This is an optimization exercise on Yosys and OpenROAD, whose aim is small area, a short achievable clock period and few clock cycles per item, not a production implementation.
RTL that was checked went through simulation tests only; none was proved equivalent to the original.
No activity file was given, so power comes from the tool's default toggle rates.

// ptcb_pixel_engine
module ptcb_pixel_engine (
    input  wire        clk,
    input  wire        rst,
    input  wire        in_valid,
    output wire        in_ready,
    input  wire [15:0] in_cmd,
    input  wire [63:0] in_data,
    output wire        out_valid,
    input  wire        out_ready,
    output wire [31:0] out_result,
    output wire [1:0]  out_err
);
    reg        v1;
    reg [15:0] c1;
    reg [63:0] d1;
    reg        sa_s, sa_lm, sa_d;           
    reg        sv_s, sv_lm, sv_dm, sv_d;    
    wire [3:0] i_op     = in_cmd[3:0];
    wire       i_scalar = (i_op == 4'd3) || (i_op == 4'd4);
    wire       i_blend  = (i_op == 4'd7);
    wire       i_mdm    = (in_cmd[8:7] == 2'd0) && (in_cmd[12:11] == 2'd2);
    wire       i_md     = (in_cmd[8:7] == 2'd1) && (in_cmd[12:11] == 2'd1);
    wire [3:0] op    = c1[3:0];
    wire [2:0] strat = c1[6:4];
    wire [1:0] chan  = c1[8:7];
    wire [1:0] mkind = c1[10:9];
    wire       gsel  = c1[13];
    reg legal;
    always @(*) begin
        case (op)
            4'd0, 4'd1, 4'd2, 4'd3, 4'd4: legal = (c1[15:4] == 12'd0);
            4'd5: legal = (c1[15:9] == 7'd0) && (c1[6:4] == 3'd0);
            4'd6: legal = (c1[15:14] == 2'd0) && (c1[6:4] == 3'd0) &&
                          (mkind != 2'd3) && (c1[12:11] != 2'd3);
            4'd7: legal = (c1[15:7] == 9'd0) && (strat != 3'd7);
            4'd8: legal = (c1[15] == 1'b0) && (c1[13:4] == 10'd0);
            default: legal = 1'b0;
        endcase
    end
    wire [15:0] w_l  = d1[15:0];
    wire [15:0] w_d  = d1[31:16];
    wire [15:0] w_lm = d1[47:32];
    wire [15:0] w_dm = d1[63:48];
    wire [23:0] s_rgb = d1[23:0];                  
    function [23:0] dec565;
        input [15:0] w;
        dec565 = {w[15:11], 3'b000, w[10:5], 2'b00, w[4:0], 3'b000};
    endfunction
    wire [23:0] ga = ({24{sa_s}}  & s_rgb) | ({24{sa_lm}} & dec565(w_lm)) |
                     ({24{sa_d}} & dec565(w_d));
    wire [7:0] ga_r = ga[23:16];
    wire [7:0] ga_g = ga[15:8];
  ...
Size in the first run: ~23000 µm² of cells after synthesis.
clock: 26.0 ns
lec_check: 0
cap_margin: 20
core_margin: 2
core_utilization: 40
cts_cluster_diameter: 100
cts_cluster_size: 24
slew_margin: 20
standard.sh (not shown) runs the stock make flow with config.mk's settings and CLKGATE_MAP_FILE= SYNTH_SCRIPT=/design/flow/synth_recipe.tcl, a recipe that flattens the netlist after the stock synthesis.
==> flow/flow/run.sh <==
#!/bin/bash
# Standard layout, with the port buffers made of buf_2 cells and the setup
# repair steps asked for extra slack margin.
set -euo pipefail
bash standard.sh "BUFFER_PORTS_ARGS=-buffer_cell sky130_fd_sc_hd__buf_2" SETUP_SLACK_MARGIN=19.75 finish > standard_flow.log 2>&1
Testbench counts at the start, summed over its fixed seeds: cycles 32,024, items 32,000.
Edit:
--- a/flow/design.v
+++ b/flow/design.v
@@ -105,35 +105,14 @@
                       (gv[15:8] & gv[7:0]);
     wire [9:0] av_a = {2'b00, av_s};
     wire [9:0] av_b = {1'b0, av_c, 1'b0};
     wire [18:0] avg_t = 19'd256
                       + (av_a << 0) + (av_a << 2) + (av_a << 4) + (av_a << 6) + (av_a << 8)
                       + (av_b << 0) + (av_b << 2) + (av_b << 4) + (av_b << 6) + (av_b << 8);
     wire [7:0]  avg_v = avg_t[17:10];
-    reg g_avg, g_or, g_b;
-    always @(*) begin
-        g_avg = 1'b0;
-        g_or  = 1'b0;
-        g_b   = 1'b0;
-        case (op)
-            4'd3: g_avg = 1'b1;
-            4'd6: begin
-                g_avg = !gsel;
-                g_b   = gsel && (chan == 2'd0) && (c1[12:11] == 2'd2);
-            end
-            4'd7: begin
-                g_avg = (strat == 3'd4);
-                g_or  = (strat == 3'd6);
-            end
-            default: ;
-        endcase
-    end
-    wire g_a = !g_avg && !g_or && !g_b;
-    wire [7:0] a_grey = ({8{g_avg}} & avg_v) | ({8{g_or}} & (lum_a | lum_b)) |
-                        ({8{g_b}} & lum_b) | ({8{g_a}} & lum_a);
     wire [1:0] blend_slot = strat[2] ? 2'd0 : {strat[0], strat[1]};
     wire [1:0] xslot = (op == 4'd7) ? blend_slot : (op == 4'd6) ? chan : 2'd0;
     reg  [15:0] wx;
     always @(*) begin
         case (xslot)
             2'd0: wx = w_l;
             2'd1: wx = w_d;
@@ -143,31 +122,36 @@
     end
     wire [5:0] ca_r = w_l[15:11] + w_d[15:11];
     wire [6:0] ca_g = w_l[10:5]  + w_d[10:5];
     wire [5:0] ca_b = w_l[4:0]   + w_d[4:0];
     reg        a_mix;        
     reg  [1:0] a_mmode;      
     reg  [1:0] a_amode;      
+    reg        a_gs;         
+    reg        a_gb;         
     reg        a_sg;         
     reg [23:0] a_raw;
     reg  [1:0] a_err;
     always @(*) begin
         a_mix   = 1'b0;
         a_mmode = 2'd0;
         a_amode = 2'd0;
+        a_gs    = gsel;
+        a_gb    = (chan == 2'd0) && (c1[12:11] == 2'd2);
         a_sg    = 1'b0;
         a_raw   = 24'd0;
         a_err   = 2'd0;
         if (!legal) begin
             a_err = 2'd1;
         end else begin
             case (op)
                 4'd1: a_mix = 1'b1;
                 4'd2: a_raw = {8'd0, s_rgb[23:19], s_rgb[15:10], s_rgb[7:3]};
-                4'd3, 4'd4: a_sg = 1'b1;
+                4'd3: begin a_sg = 1'b1; a_gs = 1'b0; end
+                4'd4: begin a_sg = 1'b1; a_gs = 1'b1; end
                 4'd6: begin
                     if (mkind != 2'd0 && chan[1]) begin
                         a_err = 2'd2;
                     end else begin
                         a_mix   = 1'b1;
                         a_amode = (mkind == 2'd1) ? 2'd2 :
                                   (mkind == 2'd2) ? 2'd3 : 2'd1;
@@ -185,20 +169,21 @@
                 end
                 4'd5, 4'd8: a_err = 2'd3;
                 default: ;
             endcase
         end
     end
     reg        v2;
-    reg        k2_mix, k2_sg;
-    reg        k2_mw;        
+    reg        k2_mix, k2_gs, k2_gb, k2_sg;
+    reg        k2_mavg, k2_mlum;    
     reg  [1:0] k2_amode;
-    reg  [7:0] grey;
+    reg  [7:0] lum_a2, lum_b2, avg2;
     reg [31:0] p2;           
-    wire [7:0] bm = {8{k2_mw}} & grey;
+    wire [7:0] bm = ({8{k2_mavg}} & avg2) | ({8{k2_mlum}} & (lum_a2 | lum_b2));
+    wire [7:0] grey = !k2_gs ? avg2 : k2_gb ? lum_b2 : lum_a2;
     wire [7:0] alpha = (k2_amode == 2'd0) ? 8'h00 :
                        (k2_amode == 2'd1) ? 8'hFF :
                        (k2_amode == 2'd2) ? grey : ~grey;
     function [13:0] mixn;
         input [5:0] x, y;
         input [7:0] m;
         integer i;
@@ -262,18 +247,23 @@
             sa_lm <= !i_scalar && (i_blend || !i_md);
             sa_d  <= !i_scalar && !i_blend && i_md;
             sv_s  <= i_scalar;
             sv_lm <= !i_scalar && !i_blend && !(i_mdm || i_md);
             sv_dm <= !i_scalar && (i_blend || i_mdm);
             sv_d  <= !i_scalar && !i_blend && i_md;
             k2_mix   <= a_mix;
-            k2_mw    <= (a_mmode != 2'd0);
+            k2_mavg  <= (a_mmode == 2'd1);
+            k2_mlum  <= (a_mmode == 2'd2);
             k2_amode <= a_amode;
+            k2_gs    <= a_gs;
+            k2_gb    <= a_gb;
             k2_sg    <= a_sg;
-            grey     <= a_grey;
+            lum_a2   <= lum_a;
+            lum_b2   <= lum_b;
+            avg2     <= avg_v;
             p2       <= a_mix ? {wx, w_d} : {6'd0, a_err, a_raw};
         end
         if (ofree) begin
             o_res <= kv ? k_res : b_result;
             o_err <= kv ? k_err : b_err;
         end
         if (!kv) begin
The changed run completed without violations; power went down by 2.3%; utilization went up by 0.55 points; setup slack is worse by 0.061 ns; sequential cell count went up by 19; die area climbs by 2.9%; routed wire length climbs by 3.3%.
No functional check of the RTL was part of the second run of this note.

==> afterwards: timing with drivers on the ports <==
Ports are ideal in the flow. The routed layouts listed here were re-timed in OpenROAD. Step 1: set_driving_cell puts a clkbuf_16 on clk and a buf_2 on each other input, an assumption about the parent block. Step 2 adds t to the input delays and takes it off the output delays; t is the mean of the earliest and latest rising clock arrival at the registers after step 1. Input paths then give back, and output paths get back, about the clock's delay inside the block. Slacks: ideal / step 1 / step 2; pairs: ideal / step 1.
run | t (ns) | setup WS [ns] | clock arrival spread, ns
the first run | 0.577 | 19.745 / 19.688 / 19.661 | 0.044 / 0.044
the second run | 0.581 | 19.684 / 19.630 / 19.384 | 0.046 / 0.046
After both steps setup and hold are still met in every run listed. For the second run, which loses most, drivers alone change the setup slack by -0.054 ns; drivers and shift together by -0.300 ns.
